From an optimization exercise on the open Yosys and OpenROAD flow, aimed at small area; shortcuts taken in it are not production practice.
In this exercise RTL edits were held to simulation tests only and were not proved equivalent to the original.
Power is estimated from default activity; no workload was simulated.

## design/flow/design.v

```verilog
module bitlink #(
    parameter CLK_PER_US = 16
) (
    input  wire        clk,
    input  wire        rst_n,
    input  wire        sel,
    input  wire        wr,
    input  wire [6:0]  addr,
    input  wire [2:0]  size,
    input  wire [31:0] wdata,
    output wire [31:0] rdata,
    output reg         ready,
    output reg         err,
    output wire        sclk_o,
    output wire        sdio_o,
    output wire        sdio_oe,
    input  wire        sdio_i,
    output wire        ncs_o,
    output wire        nrst_o
);
    localparam [31:0] ID_VALUE = 32'h424C4B01;
    localparam [4:0] R_ID        = 5'd0,  R_CTRL      = 5'd1,  R_STATUS    = 5'd2,
                     R_CMD       = 5'd3,  R_RDATA     = 5'd4,  R_RDATA_S   = 5'd5,
                     R_TEL0      = 5'd6,  R_TEL1      = 5'd7,  R_POS_X     = 5'd8,
                     R_POS_Y     = 5'd9,  R_XF_X      = 5'd10, R_XF_Y      = 5'd11,
                     R_XF_C      = 5'd12, R_XF_S      = 5'd13, R_T_HALF    = 5'd14,
                     R_T_CS_SET  = 5'd15, R_T_CS_HOLD = 5'd16, R_T_RD_SET  = 5'd17,
                     R_T_IBYTE   = 5'd18, R_T_WR_SET  = 5'd19, R_T_B_A2D   = 5'd20,
                     R_T_B_EXIT  = 5'd21, R_T_B_W2R   = 5'd22, R_T_B_R2W   = 5'd23,
                     R_T_RST     = 5'd24, R_T_WAKE    = 5'd25, R_PAR_A0    = 5'd26,
                     R_PAR_A1    = 5'd27, R_PAR_B     = 5'd28, R_PRESCALE  = 5'd29;
    localparam [3:0] E_BUSY = 4'd1, E_ILLEGAL = 4'd2, E_VARIANT = 4'd3,
                     E_NO_RST = 4'd4, E_CFG_BUSY = 4'd5;
    localparam [1:0] PS_OFF = 2'b00, PS_RESETTING = 2'b01, PS_ACTIVE = 2'b10;
    localparam [3:0] K_END    = 4'd0,  K_CS     = 4'd1,  K_RST    = 4'd2,
                     K_DIRIN  = 4'd3,  K_DIRLOW = 4'd4,  K_BLDIR  = 4'd5,
                     K_WAIT   = 4'd6,  K_TX     = 4'd7,  K_RX     = 4'd8,
                     K_RXB    = 4'd9,  K_PSRES  = 4'd10;
    localparam [3:0] W_CS_SETUP = 4'd0, W_CS_HOLD = 4'd1, W_RD_SETTLE = 4'd2,
                     W_INTERBYTE = 4'd3, W_WR_SETTLE = 4'd4, W_BURST_A2D = 4'd5,
                     W_BURST_EXIT = 4'd6, W_B_W2R = 4'd7, W_B_R2W = 4'd8,
                     W_RST_HOLD = 4'd9, W_WAKE = 4'd10, W_DELAY = 4'd11;
    localparam [3:0] X_A0 = 4'd0, X_A1 = 4'd1, X_RDADDR = 4'd2, X_WRADDR = 4'd3,
                     X_PIDADDR = 4'd4, X_BURST = 4'd5, X_RSTADDR = 4'd6,
                     X_MAGIC = 4'd7, X_CTRLADDR = 4'd8, X_CTRL0 = 4'd9,
                     X_CTRL1 = 4'd10, X_BDX = 4'd11, X_BDY = 4'd12;
    localparam [3:0] C_NONE = 4'd0, C_RX = 4'd1, C_BURST = 4'd2, C_SAMPLE_A = 4'd3,
                     C_IDENT = 4'd4, C_SAMPLE_B = 4'd5, C_CLEAR = 4'd6,
                     C_ACCUM = 4'd7, C_ACTIVE = 4'd8, C_OFF = 4'd9;
    localparam [1:0] PH_START = 2'd0, PH_LOW = 2'd1, PH_HIGH = 2'd2;
    reg  [2:0]  ctrl;           
    reg  [15:0] xf_c, xf_s;
    reg  [23:0] t_half, t_cs_setup, t_cs_hold, t_rd_settle, t_interbyte,
                t_wr_settle, t_burst_a2d, t_burst_exit, t_b_w2r, t_b_r2w,
                t_rst_hold, t_wake;
    reg  [31:0] par_a0;
    reg  [15:0] par_a1_lo;
    reg  [2:0]  res_bit, sleep_bit;
    reg         burst8;
    reg  [15:0] par_b;
    reg         busy;
    reg  [1:0]  pstate;
    reg         id_valid, id_mismatch, motion_valid;
    reg         err_flag, err_ovf;
    reg  [3:0]  err_code;
    reg  [31:0] cmd_word;
    reg  [7:0]  rx;
    reg  [31:0] tel0, tel1;
    reg  [31:0] pos_x, pos_y;
    reg  [23:0] xf_x;
    reg  [24:0] xf_y;
    reg         st_clk, st_dir, st_dout, st_cs, st_rst;
    reg         busy_d, clk_d, dir_d, dout_d, cs_d, rst_d;
    reg         commit;         
    reg         psres_d;        
    reg         rd_q;
    reg  [4:0]  ra_q;
    reg  [3:0]  prescale;
    reg         waiting;
    reg  [23:0] wcnt;
    reg  [4:0]  pc;
    reg  [1:0]  phase;
    reg  [2:0]  bidx;
    reg  [7:0]  shreg;
    reg  [2:0]  ridx;
    reg  [55:0] rxbuf;
    reg  [1:0]  mstep;
    reg  [22:0] acc_x, acc_y;
    reg         sdi_s1, sdi_s2;
    wire variant     = ctrl[0];
    wire rst_present = ctrl[1];
    wire res_level   = ctrl[2];
    assign sclk_o  = st_clk;
    assign sdio_oe = st_dir;
    assign sdio_o  = st_dout;
    assign ncs_o   = ~(st_cs & ~variant);
    assign nrst_o  = rst_present ? st_rst : 1'b1;
    wire tick = (prescale == 4'd15);
    wire [7:0] reg_pid     = par_a0[7:0];
    wire [7:0] pid_expect  = par_a0[15:8];
    wire [7:0] reg_burst   = par_a0[23:16];
    wire [7:0] reg_ctrl    = par_a0[31:24];
    wire [7:0] reg_reset   = par_a1_lo[7:0];
    wire [7:0] reset_magic = par_a1_lo[15:8];
    wire [31:0] par_a1     = {7'd0, burst8, 1'b0, sleep_bit, 1'b0, res_bit, par_a1_lo};
    wire [7:0] b_cmd_dx    = par_b[7:0];
    wire [7:0] b_cmd_dy    = par_b[15:8];
    wire [7:0] cmd_opc = cmd_word[7:0];
    wire [7:0] cmd_a0  = cmd_word[15:8];
    wire [7:0] cmd_a1  = cmd_word[23:16];
    wire [7:0] cmd_a2  = cmd_word[31:24];
    wire [7:0] ctrl_byte0 = ({7'd0, res_level} << res_bit);
    wire [7:0] ctrl_byte1 = ({7'd0, res_level} << res_bit) | (8'd1 << sleep_bit);
    function [7:0] uop;
        input [3:0] kind;
        input [3:0] arg;
        uop = {kind, arg};
    endfunction
    function [7:0] write_seq;
        input [4:0] i;
        input [3:0] addr_src;
        input [3:0] val_src;
        case (i)
            5'd0: write_seq = uop(K_CS, 4'd1);
            5'd1: write_seq = uop(K_WAIT, W_CS_SETUP);
            5'd2: write_seq = uop(K_TX, addr_src);
            5'd3: write_seq = uop(K_WAIT, W_INTERBYTE);
            5'd4: write_seq = uop(K_TX, val_src);
            5'd5: write_seq = uop(K_WAIT, W_WR_SETTLE);
            5'd6: write_seq = uop(K_CS, 4'd0);
            5'd7: write_seq = uop(K_WAIT, W_CS_HOLD);
            default: write_seq = uop(K_DIRIN, 4'd0);
        endcase
    endfunction
    function [7:0] read_seq;
        input [4:0] i;
        input [3:0] addr_src;
        input       close;
        input [3:0] commit_kind;
        case (i)
            5'd0: read_seq = uop(K_CS, 4'd1);
            5'd1: read_seq = uop(K_WAIT, W_CS_SETUP);
            5'd2: read_seq = uop(K_WAIT, W_RD_SETTLE);
            5'd3: read_seq = uop(K_TX, addr_src);
            5'd4: read_seq = uop(K_RX, 4'd0);
            5'd5: read_seq = close ? uop(K_CS, 4'd0) : uop(K_END, commit_kind);
            5'd6: read_seq = uop(K_WAIT, W_CS_HOLD);
            5'd7: read_seq = uop(K_DIRIN, 4'd0);
            default: read_seq = uop(K_END, commit_kind);
        endcase
    endfunction
    function [7:0] burst_seq;
        input [4:0] i;
        input [3:0] commit_kind;
        case (i)
            5'd0: burst_seq = uop(K_CS, 4'd1);
            5'd1: burst_seq = uop(K_WAIT, W_CS_SETUP);
            5'd2: burst_seq = uop(K_TX, X_BURST);
            5'd3: burst_seq = uop(K_WAIT, W_BURST_A2D);
            5'd4: burst_seq = uop(K_RXB, 4'd0);
            5'd5: burst_seq = uop(K_CS, 4'd0);
            5'd6: burst_seq = uop(K_WAIT, W_CS_HOLD);
            5'd7: burst_seq = uop(K_DIRIN, 4'd0);
            5'd8: burst_seq = uop(K_WAIT, W_BURST_EXIT);
            default: burst_seq = uop(K_END, commit_kind);
        endcase
    endfunction
    function [7:0] cycle_seq;
        input [4:0] i;
        input [3:0] cmd_src;
        case (i)
            5'd0: cycle_seq = uop(K_TX, cmd_src);
            5'd1: cycle_seq = uop(K_DIRIN, 4'd0);
            5'd2: cycle_seq = uop(K_WAIT, W_B_W2R);
            5'd3: cycle_seq = uop(K_RX, 4'd0);
            5'd4: cycle_seq = uop(K_DIRLOW, 4'd0);
            default: cycle_seq = uop(K_WAIT, W_B_R2W);
        endcase
    endfunction
    function [7:0] reset_seq;
        input [4:0] i;
        input       hard;
        if (i == 5'd0)
            reset_seq = uop(K_PSRES, 4'd0);
        else if (hard) begin
            case (i)
                5'd1: reset_seq = uop(K_RST, 4'd0);
                5'd2: reset_seq = uop(K_WAIT, W_RST_HOLD);
                5'd3: reset_seq = uop(K_RST, 4'd1);
                5'd4: reset_seq = uop(K_WAIT, W_WAKE);
                default:
                    if (i < 5'd14) reset_seq = write_seq(i - 5'd5, X_CTRLADDR, X_CTRL0);
                    else           reset_seq = uop(K_END, C_ACTIVE);
            endcase
        end else begin
            if (i < 5'd10)       reset_seq = write_seq(i - 5'd1, X_RSTADDR, X_MAGIC);
            else if (i == 5'd10) reset_seq = uop(K_WAIT, W_WAKE);
            else if (i < 5'd20)  reset_seq = write_seq(i - 5'd11, X_CTRLADDR, X_CTRL0);
            else                 reset_seq = uop(K_END, C_ACTIVE);
        end
    endfunction
    function [7:0] program_op;
        input [7:0] opc;
        input [4:0] i;
        input       var_b;
        input       hard;
        input       a_end;
        input       ps_off;
        case ({opc[6:4], opc[2:0]})
            6'o00: program_op = uop(K_END, C_NONE);
            6'o01: program_op = (i == 0) ? uop(K_TX, X_A0) : uop(K_END, C_NONE);
            6'o02: program_op = (i == 0) ? uop(K_RX, 4'd0) : uop(K_END, C_RX);
            6'o03: program_op = (i == 0) ? uop(K_BLDIR, 4'd0) : uop(K_END, C_NONE);
            6'o04: program_op = (i == 0) ? uop(K_WAIT, W_DELAY) : uop(K_END, C_NONE);
            6'o10: program_op = (i == 0) ? uop(K_CS, 4'd1) :
                                (i == 1) ? uop(K_WAIT, W_CS_SETUP) : uop(K_END, C_NONE);
            6'o11: program_op = (i == 0) ? uop(K_CS, 4'd0) :
                                (i == 1) ? uop(K_WAIT, W_CS_HOLD) :
                                (i == 2) ? uop(K_DIRIN, 4'd0) : uop(K_END, C_NONE);
            6'o12: program_op = read_seq(i, X_RDADDR, a_end, C_RX);
            6'o13: program_op = (i < 9) ? write_seq(i, X_WRADDR, X_A1) : uop(K_END, C_NONE);
            6'o14: program_op = burst_seq(i, C_BURST);
            6'o15: program_op = read_seq(i, X_PIDADDR, 1'b1, C_IDENT);
            6'o20: program_op = (i == 0) ? uop(K_TX, X_A0) :
                                (i == 1) ? uop(K_DIRIN, 4'd0) : uop(K_END, C_NONE);
            6'o21: program_op = (i == 0) ? uop(K_RX, 4'd0) :
                                (i == 1) ? uop(K_DIRLOW, 4'd0) : uop(K_END, C_RX);
            6'o22: program_op = (i < 6) ? cycle_seq(i, X_A0) : uop(K_END, C_RX);
            6'o30: program_op = (i == 0) ? uop(K_PSRES, 4'd0) :
                                (i == 1) ? uop(K_RST, 4'd0) :
                                (i == 2) ? uop(K_WAIT, W_RST_HOLD) :
                                (i == 3) ? uop(K_RST, 4'd1) :
                                (i == 4) ? uop(K_WAIT, W_WAKE) : uop(K_END, C_ACTIVE);
            6'o31: program_op = (i == 0)  ? uop(K_PSRES, 4'd0) :
                                (i < 10)  ? write_seq(i - 5'd1, X_RSTADDR, X_MAGIC) :
                                (i == 10) ? uop(K_WAIT, W_WAKE) : uop(K_END, C_ACTIVE);
            6'o32: program_op = var_b ? ((i == 0) ? uop(K_DIRLOW, 4'd0) :
                                         (i == 1) ? uop(K_WAIT, W_B_R2W) : uop(K_END, C_NONE))
                                      : reset_seq(i, hard);
            6'o33: program_op = ps_off ? uop(K_END, C_NONE) :
                                (i < 9) ? write_seq(i, X_CTRLADDR, X_CTRL1) : uop(K_END, C_OFF);
            6'o34: program_op = reset_seq(i, hard);
            6'o40: program_op = var_b ? ((i < 6)  ? cycle_seq(i, X_BDX) :
                                         (i < 12) ? cycle_seq(i - 5'd6, X_BDY) :
                                                    uop(K_END, C_SAMPLE_B))
                                      : burst_seq(i, C_SAMPLE_A);
            6'o41: program_op = uop(K_END, C_CLEAR);
            6'o42: program_op = uop(K_END, C_ACCUM);
            default: program_op = uop(K_END, C_NONE);
        endcase
    endfunction
    wire [7:0] cur_op = program_op(cmd_opc, pc, variant, rst_present,
                                   cmd_a2[0], pstate == PS_OFF);
    wire [3:0] op_kind = cur_op[7:4];
    wire [3:0] op_arg  = cur_op[3:0];
    reg [23:0] wait_len;
    always @(*) begin
        case (op_arg)
            W_CS_SETUP:   wait_len = t_cs_setup;
            W_CS_HOLD:    wait_len = t_cs_hold;
            W_RD_SETTLE:  wait_len = t_rd_settle;
            W_INTERBYTE:  wait_len = t_interbyte;
            W_WR_SETTLE:  wait_len = t_wr_settle;
            W_BURST_A2D:  wait_len = t_burst_a2d;
            W_BURST_EXIT: wait_len = t_burst_exit;
            W_B_W2R:      wait_len = t_b_w2r;
            W_B_R2W:      wait_len = t_b_r2w;
            W_RST_HOLD:   wait_len = t_rst_hold;
            W_WAKE:       wait_len = t_wake;
            W_DELAY:      wait_len = {8'd0, cmd_a1, cmd_a0};
            default:      wait_len = 24'd0;
        endcase
    end
    reg [7:0] tx_byte;
    always @(*) begin
        case (op_arg)
            X_A0:       tx_byte = cmd_a0;
            X_A1:       tx_byte = cmd_a1;
            X_RDADDR:   tx_byte = {1'b0, cmd_a0[6:0]};
            X_WRADDR:   tx_byte = {1'b1, cmd_a0[6:0]};
            X_PIDADDR:  tx_byte = {1'b0, reg_pid[6:0]};
            X_BURST:    tx_byte = reg_burst;
            X_RSTADDR:  tx_byte = {1'b1, reg_reset[6:0]};
            X_MAGIC:    tx_byte = reset_magic;
            X_CTRLADDR: tx_byte = {1'b1, reg_ctrl[6:0]};
            X_CTRL0:    tx_byte = ctrl_byte0;
            X_CTRL1:    tx_byte = ctrl_byte1;
            X_BDX:      tx_byte = b_cmd_dx;
            X_BDY:      tx_byte = b_cmd_dy;
            default:    tx_byte = 8'd0;
        endcase
    end
    wire [2:0] burst_last = burst8 ? 3'd7 : 3'd6;
    wire       acc_legal = sel && (size == 3'd4) && (addr[1:0] == 2'b00);
    wire       bus_wr    = acc_legal && wr;
    wire [4:0] widx      = addr[6:2];
    wire is_cfg_reg = (widx == R_CTRL) || (widx >= R_XF_C && widx <= R_PAR_B);
    wire [7:0] new_opc = wdata[7:0];
    reg        opc_legal, opc_a_only, opc_b_only;
    always @(*) begin
        opc_legal  = 1'b0;
        opc_a_only = 1'b0;
        opc_b_only = 1'b0;
        case (new_opc)
            8'h00, 8'h01, 8'h02, 8'h03, 8'h04,
            8'h32, 8'h40, 8'h41, 8'h42:          opc_legal = 1'b1;
            8'h10, 8'h11, 8'h12, 8'h13, 8'h14, 8'h15,
            8'h30, 8'h31, 8'h33, 8'h34:          begin opc_legal = 1'b1; opc_a_only = 1'b1; end
            8'h20, 8'h21, 8'h22:                 begin opc_legal = 1'b1; opc_b_only = 1'b1; end
            default: ;
        endcase
    end
    reg [3:0] cmd_error;
    always @(*) begin
        if (busy)                                   cmd_error = E_BUSY;
        else if (!opc_legal)                        cmd_error = E_ILLEGAL;
        else if ((opc_a_only && variant) ||
                 (opc_b_only && !variant))          cmd_error = E_VARIANT;
        else if (new_opc == 8'h30 && !rst_present)  cmd_error = E_NO_RST;
        else                                        cmd_error = 4'd0;
    end
    wire cmd_write  = bus_wr && (widx == R_CMD);
    wire cmd_accept = cmd_write && (cmd_error == 4'd0);
    wire cfg_write  = bus_wr && is_cfg_reg;
    wire cfg_refuse = cfg_write && busy;
    wire       raise_err = (cmd_write && cmd_error != 4'd0) || cfg_refuse;
    wire [3:0] raise_code = cfg_refuse ? E_CFG_BUSY : cmd_error;
    wire       w1c = bus_wr && (widx == R_STATUS) && wdata[12];
    wire        nrst_d = rst_present ? rst_d : 1'b1;
    wire [1:0]  pstate_enc = variant ? 2'b11 : pstate;
    wire [31:0] status_word = {12'd0, err_code, 2'b00, err_ovf, err_flag, 1'b0,
                               motion_valid, id_mismatch, id_valid,
                               nrst_d, clk_d, dout_d, dir_d, cs_d,
                               pstate_enc, busy_d};
    reg [31:0] read_value;
    always @(*) begin
        case (ra_q)
            R_ID:        read_value = ID_VALUE;
            R_CTRL:      read_value = {29'd0, ctrl};
            R_STATUS:    read_value = status_word;
            R_CMD:       read_value = cmd_word;
            R_RDATA:     read_value = {24'd0, rx};
            R_RDATA_S:   read_value = {{24{rx[7]}}, rx};
            R_TEL0:      read_value = tel0;
            R_TEL1:      read_value = tel1;
            R_POS_X:     read_value = pos_x;
            R_POS_Y:     read_value = pos_y;
            R_XF_X:      read_value = {{8{xf_x[23]}}, xf_x};
            R_XF_Y:      read_value = {{7{xf_y[24]}}, xf_y};
            R_XF_C:      read_value = {16'd0, xf_c};
            R_XF_S:      read_value = {16'd0, xf_s};
            R_T_HALF:    read_value = {8'd0, t_half};
            R_T_CS_SET:  read_value = {8'd0, t_cs_setup};
            R_T_CS_HOLD: read_value = {8'd0, t_cs_hold};
            R_T_RD_SET:  read_value = {8'd0, t_rd_settle};
            R_T_IBYTE:   read_value = {8'd0, t_interbyte};
            R_T_WR_SET:  read_value = {8'd0, t_wr_settle};
            R_T_B_A2D:   read_value = {8'd0, t_burst_a2d};
            R_T_B_EXIT:  read_value = {8'd0, t_burst_exit};
            R_T_B_W2R:   read_value = {8'd0, t_b_w2r};
            R_T_B_R2W:   read_value = {8'd0, t_b_r2w};
            R_T_RST:     read_value = {8'd0, t_rst_hold};
            R_T_WAKE:    read_value = {8'd0, t_wake};
            R_PAR_A0:    read_value = par_a0;
            R_PAR_A1:    read_value = par_a1;
            R_PAR_B:     read_value = {16'd0, par_b};
            R_PRESCALE:  read_value = CLK_PER_US;
            default:     read_value = 32'd0;
        endcase
    end
    assign rdata = rd_q ? read_value : 32'd0;
    always @(posedge clk or negedge rst_n) begin
        if (!rst_n) begin
            rd_q         <= 1'b0;
            ready        <= 1'b0;
            err          <= 1'b0;
            ctrl         <= 3'd0;
            xf_c         <= 16'h0100;
            xf_s         <= 16'h0000;
            t_half       <= 24'hFFFFFF;
            t_cs_setup   <= 24'hFFFFFF;
            t_cs_hold    <= 24'hFFFFFF;
            t_rd_settle  <= 24'hFFFFFF;
            t_interbyte  <= 24'hFFFFFF;
            t_wr_settle  <= 24'hFFFFFF;
            t_burst_a2d  <= 24'hFFFFFF;
            t_burst_exit <= 24'hFFFFFF;
            t_b_w2r      <= 24'hFFFFFF;
            t_b_r2w      <= 24'hFFFFFF;
            t_rst_hold   <= 24'hFFFFFF;
            t_wake       <= 24'hFFFFFF;
            par_a0       <= 32'd0;
            par_a1_lo    <= 16'd0;
            res_bit      <= 3'd0;
            sleep_bit    <= 3'd0;
            burst8       <= 1'b0;
            par_b        <= 16'd0;
            err_flag     <= 1'b0;
            err_ovf      <= 1'b0;
            err_code     <= 4'd0;
        end else begin
            ready <= sel;
            err   <= sel && !acc_legal;
            rd_q  <= acc_legal && !wr;
            if (cfg_write && !busy) begin
                case (widx)
                    R_CTRL:      ctrl         <= wdata[2:0];
                    R_XF_C:      xf_c         <= wdata[15:0];
                    R_XF_S:      xf_s         <= wdata[15:0];
                    R_T_HALF:    t_half       <= (wdata[23:0] == 24'd0) ? 24'd1 : wdata[23:0];
                    R_T_CS_SET:  t_cs_setup   <= wdata[23:0];
                    R_T_CS_HOLD: t_cs_hold    <= wdata[23:0];
                    R_T_RD_SET:  t_rd_settle  <= wdata[23:0];
                    R_T_IBYTE:   t_interbyte  <= wdata[23:0];
                    R_T_WR_SET:  t_wr_settle  <= wdata[23:0];
                    R_T_B_A2D:   t_burst_a2d  <= wdata[23:0];
                    R_T_B_EXIT:  t_burst_exit <= wdata[23:0];
                    R_T_B_W2R:   t_b_w2r      <= wdata[23:0];
                    R_T_B_R2W:   t_b_r2w      <= wdata[23:0];
                    R_T_RST:     t_rst_hold   <= wdata[23:0];
                    R_T_WAKE:    t_wake       <= wdata[23:0];
                    R_PAR_A0:    par_a0       <= wdata;
                    R_PAR_A1: begin
                        par_a1_lo <= wdata[15:0];
                        res_bit   <= wdata[18:16];
                        sleep_bit <= wdata[22:20];
                        burst8    <= wdata[24];
                    end
                    R_PAR_B:     par_b        <= wdata[15:0];
                    default: ;
                endcase
            end
            if (w1c) begin
                err_flag <= 1'b0;
                err_ovf  <= 1'b0;
                err_code <= 4'd0;
            end else if (raise_err) begin
                if (!err_flag) begin
                    err_flag <= 1'b1;
                    err_code <= raise_code;
                end else begin
                    err_ovf  <= 1'b1;
                end
            end
        end
    end
    always @(posedge clk) begin
        ra_q <= widx;
    end
    wire       is_accum = cmd_opc[1];             
    wire [7:0] op_dx    = is_accum ? cmd_a1 : rxbuf[15:8];
    wire [7:0] op_dy    = is_accum ? cmd_a2 : rxbuf[23:16];
    wire       dxy_nz   = (op_dx | op_dy) != 8'd0;
    wire [7:0] op_m     = is_accum ? cmd_a0 : rxbuf[7:0];
    wire       m_nz     = (op_m != 8'd0);
    wire       b_sample = variant & ~is_accum;
    wire       acc_valid = b_sample ? dxy_nz : m_nz;
    wire       opc_is_accum = ({cmd_opc[6:4], cmd_opc[2:0]} == 6'o42);
    wire       trig_accept = cmd_accept && (new_opc == 8'h42) && (prescale == 4'd14);
    wire       trig_accum  = busy && opc_is_accum && (prescale == 4'd14);
    wire       run_op      = busy && !waiting && !cmd_accept;
    wire       trig_sample = run_op && (variant ? (pc == 5'd10) : (pc == 5'd5));
    wire       trig        = trig_accept || trig_accum || trig_sample;
    wire [1:0] dsel = trig ? 2'd3 : mstep;
    reg  [2:0] wx, wy;
    always @(*) begin
        case (dsel)
            2'd3: begin wx = op_dx[7:5]; wy = op_dy[7:5]; end
            2'd2: begin wx = op_dx[5:3]; wy = op_dy[5:3]; end
            2'd1: begin wx = op_dx[3:1]; wy = op_dy[3:1]; end
            default: begin wx = {op_dx[1:0], 1'b0}; wy = {op_dy[1:0], 1'b0}; end
        endcase
        if (trig_accept) begin
            wx = wdata[23:21];
            wy = wdata[31:29];
        end
    end
    wire gate = trig_accept ? (wdata[15:8] != 8'd0) : (b_sample | m_nz);
    function [2:0] booth_enc;    
        input [2:0] w;
        input       en;
        begin
            booth_enc[0] = en & (w[1] ^ w[0]);
            booth_enc[1] = en & ((w[2] & ~w[1] & ~w[0]) | (~w[2] & w[1] & w[0]));
            booth_enc[2] = en & w[2];
        end
    endfunction
    function [24:0] booth_row;
        input [15:0] c;
        input [2:0]  e;
        input        flip;       
        reg   [25:0] ce;
        integer i;
        begin
            ce = {{9{c[15]}}, c, 1'b0};
            for (i = 0; i < 25; i = i + 1)
                booth_row[i] = ((e[0] & ce[i+1]) | (e[1] & ce[i])) ^ (e[2] ^ flip);
        end
    endfunction
    function [25:0] rca25;       
        input [24:0] a, b;
        input        cin;
        reg          c;
        integer i;
        begin
            c = cin;
            for (i = 0; i < 25; i = i + 1) begin
                rca25[i] = a[i] ^ b[i] ^ c;
                c = (a[i] & b[i]) | (a[i] & c) | (b[i] & c);
            end
            rca25[25] = c;
        end
    endfunction
    function [24:0] add3;
        input [24:0] a, b, c;
        input        cin;
        reg   [24:0] sv, cv;
        reg   [25:0] r;
        integer i;
        begin
            for (i = 0; i < 25; i = i + 1) begin
                sv[i] = a[i] ^ b[i] ^ c[i];
                cv[i] = (a[i] & b[i]) | (a[i] & c[i]) | (b[i] & c[i]);
            end
            r = rca25(sv, {cv[23:0], 1'b0}, cin);
            add3 = r[24:0];
        end
    endfunction
    wire [2:0] ex = booth_enc(wx, gate);
    wire [2:0] ey = booth_enc(wy, gate);
    wire [24:0] ax = {(trig ? 23'd0 : acc_x), 1'b0, ex[2]};
    wire [24:0] ay = {(trig ? 23'd0 : acc_y), 1'b0, ex[2]};
    wire [24:0] step_x = add3(ax, booth_row(xf_c, ex, 1'b0), booth_row(xf_s, ey, 1'b1), ~ey[2]);
    wire [24:0] step_y = add3(ay, booth_row(xf_s, ex, 1'b0), booth_row(xf_c, ey, 1'b0), ey[2]);
    always @(posedge clk) begin
        if (trig || mstep != 2'd0) begin
            acc_x <= step_x[22:0];
            acc_y <= step_y[22:0];
        end
    end
    wire [7:0] rx_byte = {shreg[6:0], sdi_s2};
    function [31:0] add_sx8;     
        input [31:0] a;
        input [7:0]  d;
        reg          c, b;
        integer i;
        begin
            c = 1'b0;
            for (i = 0; i < 32; i = i + 1) begin
                b = (i < 8) ? d[i] : d[7];
                add_sx8[i] = a[i] ^ b ^ c;
                c = (a[i] & b) | (a[i] & c) | (b & c);
            end
        end
    endfunction
    function [23:0] dec24;       
        input [23:0] a;
        reg          bw;
        integer i;
        begin
            bw = 1'b1;
            for (i = 0; i < 24; i = i + 1) begin
                dec24[i] = a[i] ^ bw;
                bw = bw & ~a[i];
            end
        end
    endfunction
    wire [31:0] pos_x_sum = add_sx8(pos_x, op_dx);
    wire [31:0] pos_y_sum = add_sx8(pos_y, op_dy);
    wire       do_commit_motion = commit && (op_arg == C_SAMPLE_A ||
                                             op_arg == C_SAMPLE_B ||
                                             op_arg == C_ACCUM);
    always @(posedge clk) begin
        sdi_s1 <= sdio_i;
        sdi_s2 <= sdi_s1;
    end
    always @(posedge clk or negedge rst_n) begin
        if (!rst_n) begin
            prescale     <= 4'd0;
            busy         <= 1'b0;
            commit       <= 1'b0;
            psres_d      <= 1'b0;
            mstep        <= 2'd0;
            cmd_word     <= 32'd0;
            pstate       <= PS_OFF;
            id_valid     <= 1'b0;
            id_mismatch  <= 1'b0;
            motion_valid <= 1'b0;
            rx           <= 8'd0;
            tel0         <= 32'd0;
            tel1         <= 32'd0;
            pos_x        <= 32'd0;
            pos_y        <= 32'd0;
            xf_x         <= 24'd0;
            xf_y         <= 25'd0;
            st_clk       <= 1'b1;
            st_dir       <= 1'b0;
            st_dout      <= 1'b0;
            st_cs        <= 1'b0;
            st_rst       <= 1'b1;
            busy_d       <= 1'b0;
            clk_d        <= 1'b1;
            dir_d        <= 1'b0;
            dout_d       <= 1'b0;
            cs_d         <= 1'b0;
            rst_d        <= 1'b1;
        end else begin
            prescale <= prescale + 4'd1;
            busy_d   <= busy;
            clk_d    <= st_clk;
            dir_d    <= st_dir;
            dout_d   <= st_dout;
            cs_d     <= st_cs;
            rst_d    <= st_rst;
            commit   <= 1'b0;
            psres_d  <= 1'b0;
            if (psres_d) pstate <= PS_RESETTING;
            if (trig)
                mstep <= 2'd2;
            else if (mstep != 2'd0)
                mstep <= mstep - 2'd1;
            if (commit) begin
                case (op_arg)
                    C_RX: rx <= shreg;
                    C_BURST, C_SAMPLE_A: begin
                        rx   <= shreg;
                        tel0 <= rxbuf[31:0];
                        tel1 <= {(burst8 ? shreg : 8'd0), rxbuf[55:32]};
                    end
                    C_IDENT: begin
                        rx          <= shreg;
                        id_valid    <= 1'b1;
                        id_mismatch <= (shreg != pid_expect);
                    end
                    C_SAMPLE_B: begin
                        rx   <= shreg;
                        tel0 <= {8'd0, op_dy, op_dx, 7'd0, dxy_nz};
                        tel1 <= 32'd0;
                    end
                    C_CLEAR: begin
                        pos_x <= 32'd0;
                        pos_y <= 32'd0;
                    end
                    C_ACCUM: begin
                        tel0 <= {8'd0, op_dy, op_dx, op_m};
                        tel1 <= 32'd0;
                    end
                    C_ACTIVE: pstate <= PS_ACTIVE;
                    C_OFF:    pstate <= PS_OFF;
                    default: ;
                endcase
                if (do_commit_motion) begin
                    motion_valid <= acc_valid;
                    xf_x <= step_x[23:0];
                    xf_y <= step_y[24:0];
                    if (acc_valid) begin
                        pos_x <= pos_x_sum;
                        pos_y <= pos_y_sum;
                    end
                end
            end
            if (cmd_accept) begin
                cmd_word <= wdata;
                busy     <= 1'b1;
            end else if (busy && !waiting) begin
                case (op_kind)
                    K_CS:     st_cs  <= op_arg[0];
                    K_RST:    st_rst <= op_arg[0];
                    K_DIRIN:  st_dir <= 1'b0;
                    K_DIRLOW: begin st_dout <= 1'b0; st_dir <= 1'b1; end
                    K_BLDIR:  begin st_dout <= cmd_a0[1]; st_dir <= cmd_a0[0]; end
                    K_PSRES:  psres_d <= 1'b1;
                    K_TX: begin
                        case (phase)
                            PH_START: begin
                                st_dout <= tx_byte[7];
                                st_dir  <= 1'b1;
                                st_clk  <= 1'b0;
                            end
                            PH_LOW: st_clk <= 1'b1;
                            default: if (bidx != 3'd0) begin
                                st_clk  <= 1'b0;
                                st_dout <= tx_byte[bidx - 3'd1];
                            end
                        endcase
                    end
                    K_RX, K_RXB: begin
                        case (phase)
                            PH_START: begin
                                st_dir <= 1'b0;
                                st_clk <= 1'b0;
                            end
                            PH_LOW: st_clk <= 1'b1;
                            default: if (bidx != 3'd0) st_clk <= 1'b0;
                        endcase
                    end
                    K_END: begin
                        busy   <= 1'b0;
                        commit <= 1'b1;
                    end
                    default: ;
                endcase
            end
        end
    end
    task start_wait;
        input [23:0] n;
        begin
            if (n != 24'd0) begin
                waiting <= 1'b1;
                wcnt    <= n;
            end
        end
    endtask
    always @(posedge clk) begin
        if (cmd_accept) begin
            pc       <= 5'd0;
            phase    <= PH_START;
            ridx     <= {2'b00, variant};
            waiting  <= 1'b1;
            wcnt     <= 24'd1;
        end else if (busy && waiting) begin
            if (tick) begin
                wcnt <= dec24(wcnt);
                if (wcnt == 24'd1)
                    waiting <= 1'b0;
            end
        end else if (busy) begin
            case (op_kind)
                K_CS, K_RST, K_DIRIN, K_DIRLOW, K_BLDIR, K_PSRES:
                    pc <= pc + 5'd1;
                K_WAIT: begin
                    start_wait(wait_len);
                    pc <= pc + 5'd1;
                end
                K_TX: begin
                    case (phase)
                        PH_START: begin
                            bidx  <= 3'd7;
                            phase <= PH_LOW;
                            start_wait(t_half);
                        end
                        PH_LOW: begin
                            phase <= PH_HIGH;
                            start_wait(t_half);
                        end
                        default: begin
                            if (bidx == 3'd0) begin
                                phase <= PH_START;
                                pc    <= pc + 5'd1;
                            end else begin
                                bidx  <= bidx - 3'd1;
                                phase <= PH_LOW;
                                start_wait(t_half);
                            end
                        end
                    endcase
                end
                K_RX, K_RXB: begin
                    case (phase)
                        PH_START: begin
                            bidx  <= 3'd7;
                            phase <= PH_LOW;
                            start_wait(t_half);
                        end
                        PH_LOW: begin
                            phase <= PH_HIGH;
                            start_wait(t_half);
                        end
                        default: begin
                            shreg <= rx_byte;
                            if (bidx == 3'd0) begin
                                if (ridx != 3'd7)
                                    rxbuf[ridx*8 +: 8] <= rx_byte;
                                ridx  <= ridx + 3'd1;
                                phase <= PH_START;
                                if (!(op_kind == K_RXB && ridx != burst_last))
                                    pc <= pc + 5'd1;
                            end else begin
                                bidx  <= bidx - 3'd1;
                                phase <= PH_LOW;
                                start_wait(t_half);
                            end
                        end
                    endcase
                end
                default: ;   
            endcase
        end
    end
endmodule
```

## design/flow/run.sh

```bash
#!/bin/bash
# synth_recipe.tcl (not shown) runs the flow's synth.tcl, then flattens the netlist and writes it again
# the make line also repeats each setting of config.mk as NAME=value (left out here)
make -C /OpenROAD-flow-scripts/flow DESIGN_CONFIG=/design/flow/config.mk WORK_HOME=/design/flow/orfs CLKGATE_MAP_FILE= SYNTH_SCRIPT=/design/flow/synth_recipe.tcl finish
```

## design/flow/config.mk

```make
export PLATFORM = sky130hd
export DESIGN_NAME = bitlink
export DESIGN_NICKNAME = bitlink
export VERILOG_FILES = /design/flow/design.v
export SDC_FILE = /design/flow/constraint.sdc
export NUM_CORES = 4
export LEC_CHECK = 0
export CAP_MARGIN = 20
export CORE_MARGIN = 2
export CORE_UTILIZATION = 40
export SLEW_MARGIN = 20
```

## design/flow/constraint.sdc

```tcl
create_clock -name core_clock -period 12.0 [get_ports {clk}]
set_input_delay 2.4000 -clock core_clock [delete_from_list [all_inputs] [get_ports {clk}]]
set_output_delay 2.4000 -clock core_clock [all_outputs]
set_load 0.01 [all_outputs]
```

==> flow_summary.yaml <==
clocking:
  cts_sinks: 821
  clk_pin_slew_ps: 60
  cts_buffer_depth: 3
  numCtsBuffers: 93
  cts_htree_levels: 3
  clkLatencyLatePin_ps: 740
  clockRootBuffer: "clkbuf_16"
  tritoncts: "yes"
setup_path:
  crit_path_start_kind: "input pin"
  required_ps: 12610
  critical_path_class: "input pin to flop"
  slowest_delay_ps: 560
  slowest_stage: "or4_4"
  crit_path_max_fanout: 7
  critPathArrivalTime_ps: 14420
  end_kind: "flop"
  path_common_cell: "fa_2"
power:
  p_per_area_mw_per_mm2: 149.4
  ir_drop_uv: 123.3
  total_power_mw: 8.290
  p_leak_nw: 23.04
timing:
  finalSetupViolCount: 26
  fin_crit_sh_pct: 115.1
  max-slew-margin-rel_pct: 10.51
  layout_min_cycle_time_ps: 13810
  fmax_mhz: 72.42
  worst-slew-pin-transition_ps: 1337
  final_hold_viol_count: 0
  drv_slew: 0
  setup_slack_ps: -1808
  clock_skew_ps: 50.50
  rsz0062_at_grt: "true"
detailed_routing:
  antenna_left: 0
  drt_iter0_markers: 6529
  first_pass_iters: 8
  num_vias: 42490
  wl_per_cell_um: 37.64
  route.detailed.drc: 0
  vias_per_cell: 6.810
  routed_wl_um: 234900
synthesis:
  async_reset_ff_share_pct: 78.44
  synthesis.nets: 4703
  synth.avg_cell_area_um2: 10.66
  netlist.area_leader.share_pct: 18.51
  synthMuxAreaShare_pct: 12.23
  synth.largest_area_cell: "dfrtp_1"
  synth_compound_area_share_pct: 17.07
  synth-seq-cells: 821
  synth-simple-area-share_pct: 12.83
  synth_area_mm2: 0.04744
  synth_top_family_by_area: "compound AO/OA/AOI/OAI gates"
  synth-xor-area-share_pct: 1.872
  synth_fa_ha_area_share_pct: 7.796
  yosys.cell_types.count: 104
  yosysSeqAreaShare_pct: 44.59
  ys.flop_type: "dfrtp_1"
  synth_edf_count: 113
  synth_cells: 4450
  synth_area_leaders: "dfrtp_1 19%, dfstp_2 16%, mux2_2 9.9%, edfxtp_1 7.2%, fa_1 6.2%"
  yosys_warnings: 1
cells_and_area:
  most-common-layout-cells: "480 x nand2_1, 416 x mux2_2, 350 x dfrtp_1, 303 x buf_4, 293 x dfstp_2"
  n_fill_cell: 11020
  final_common_cell: "nand2_1"
  design_area_mm2: 0.05548
  drive_above_1_share_pct: 30.85
  nets: 4867
  layout-area-overhead-vs-synth_pct: 16.94
min_path:
  hold_path.class: "flop to flop"
status:
  so_faults: "negative setup slack"
  status: "failed layout checks"
global_routing:
  grt_pass1_wl_um: 326400
  overflow: 0
  antenna_found_initial: 15
  grtUsageTotal_pct: 38.21
  grt_max_degree: 157
  grt_pass1_vias: 40750
placed_design:
  dpl_cell_area_mm2: 0.05183
  hpwl_um: 158700
  gp_congestion: 1.072
  portBuffers: 85
floorplanning:
  die_area_mm2: 0.1214
  initial_utilization_pct: 40.23
  rows: 126
  die_y_um: 348.4
  coreArea_mm2: 0.1179
  io_pins: 86
  die_w_um: 348.4
job:
  drv_cap: 0
worst max-delay path, delay by kind of cell:
family / cells / cell delay [ps]
AND/OR/NAND/NOR: 5 / 1840
AO/OA/AOI/OAI: 5 / 540
buffers and inverters: 7 / 870
XOR/XNOR: 4 / 710
multiplexers: 1 / 90
adder cells (fa/ha/maj): 23 / 8000
area by class of cell:
class / count / area (um^2) / area share [%]
Antenna cell: 13 / 32.53 / 0.05864
Multi-Input combinational cell: 3196 / 25430 / 45.84
Clock buffer: 137 / 2673 / 4.817
Clock inverter: 35 / 420.4 / 0.7578
Inverter: 90 / 337.8 / 0.6089
Sequential cell: 821 / 21160 / 38.14
Timing Repair Buffer: 412 / 3507 / 6.321
Tap cell: 1536 / 1922 / 3.464
registers in the layout (all words and copies together), names as in the netlist, 22 cells and up, named ones only:
| register | flops |
|---|---|
| rxbuf | 56 |
| cmd_word | 32 |
| par_a0 | 32 |
| pos_x | 32 |
| pos_y | 32 |
| tel0 | 32 |
| tel1 | 32 |
| xf_y | 25 |
| t_b_r2w | 24 |
| t_b_w2r | 24 |
| t_burst_a2d | 24 |
| t_burst_exit | 24 |
| t_cs_hold | 24 |
| t_cs_setup | 24 |
| t_half | 24 |
| t_interbyte | 24 |
| t_rd_settle | 24 |
| t_rst_hold | 24 |
| t_wake | 24 |
| t_wr_settle | 24 |
| wcnt | 24 |
| xf_x | 24 |
| acc_y | 23 |
| acc_x | 22 |
final timing paths:
path	end	cells after the start	start	slack [ps]
setup / recovery	xf_y[24]	45	wdata[7]	-1810
hold / removal	sdi_s2	0	sdi_s1	330
setup reg to reg	pos_x[31]	36	cmd_word[1]	-1390
hold reg to reg	sdi_s2	0	sdi_s1	330
max in group asynchronous	id_valid	3	rst_n	8120
min in group asynchronous	rd_q	1	rst_n	1640
kinds of logic after synthesis:
family | after synthesis
xor+xnor | 99
compound gates | 1101
fa+ha+maj | 207
simple gates | 1262
mux | 527
buf+inv | 433
flops | 821
routing by layer:
metal	part of all wire (%)	track usage, %	vias to the layer above
li1	-	-	16880
met1	39	50.03	21510
met2	40	52.26	3136
met3	13	14.09	950
met4	8.5	25.93	20
met5	0.060	0	-
synthesized netlist by cell type (36+ instances only):
master / number
nand2_1: 487
mux2_2: 417
dfrtp_1: 351
dfstp_2: 293
a22oi_1: 289
clkbuf_1: 259
nor2_1: 241
a22o_1: 193
o21ai_0: 153
fa_1: 148
a21oi_1: 113
edfxtp_1: 113
mux2i_1: 106
inv_1: 87
nand3_1: 83
nor3_1: 81
nand4_1: 74
a221oi_1: 69
dfxtp_1: 64
xnor2_1: 60
ha_1: 58
and2_1: 57
a211oi_1: 43
buf_2: 39
nor4_1: 37
xor2_1: 37
buf_1: 36
per-stage QoR:
step	util, %	setup TNS [ps]	hold slack (ps)	worst slack (ps)	instances
3_5_place_dp	43.95	-53840	318.2	-3103	6028
2_1_floorplan	-	-23030	309.6	-2119	4450
5_1_grt	47.02	-27490	332.7	-2109	6227
6_report	47.05	-20330	328.6	-1808	6240
3_3_place_gp	43.95	-49590	310.3	-2962	6028
4_1_cts	46.82	-20040	331.7	-1777	6216
power by group:
part	switching (mW)	internal, mW
Clock	1.27	1.71
Combinational	1.20	0.981
Sequential	0.0501	3.07
repair_timing:
action | 4_1_cts | 5_1_grt
hold buffers | 0 | 0
endpoints found under the setup margin | 32 | 32
cloned | 2 | 0
endpoints found under the hold margin | 0 | 0
gates resized for setup | 51 | 26
setup buffers | 14 | 6
pin swaps | 21 | 8

re-timing with driven ports:
The flow's constraints put no driver on any port. The routed layout listed below was extracted and timed again, unchanged, in two steps. Step 1 assumes that a clkbuf_16 drives the clock port and a buf_2 every other input. Step 2, shift: input delay + t, output delay - t, t = (earliest + latest rising clock arrival at the registers) / 2. This alone moves slack from input paths to output paths. Three values: no drivers, after step 1, after step 2; two values: the first two.
t, ns: 0.789
slack for setup (ns): -1.808 / -1.766 / -2.556
hold slack, ns: 0.329 / 0.329 / 0.329
worst setup path after step 2: input to register
clock arrival spread, ns: 0.053 / 0.053
The setup slack of this run moves by +0.042 ns with the drivers and by -0.748 ns with both steps.
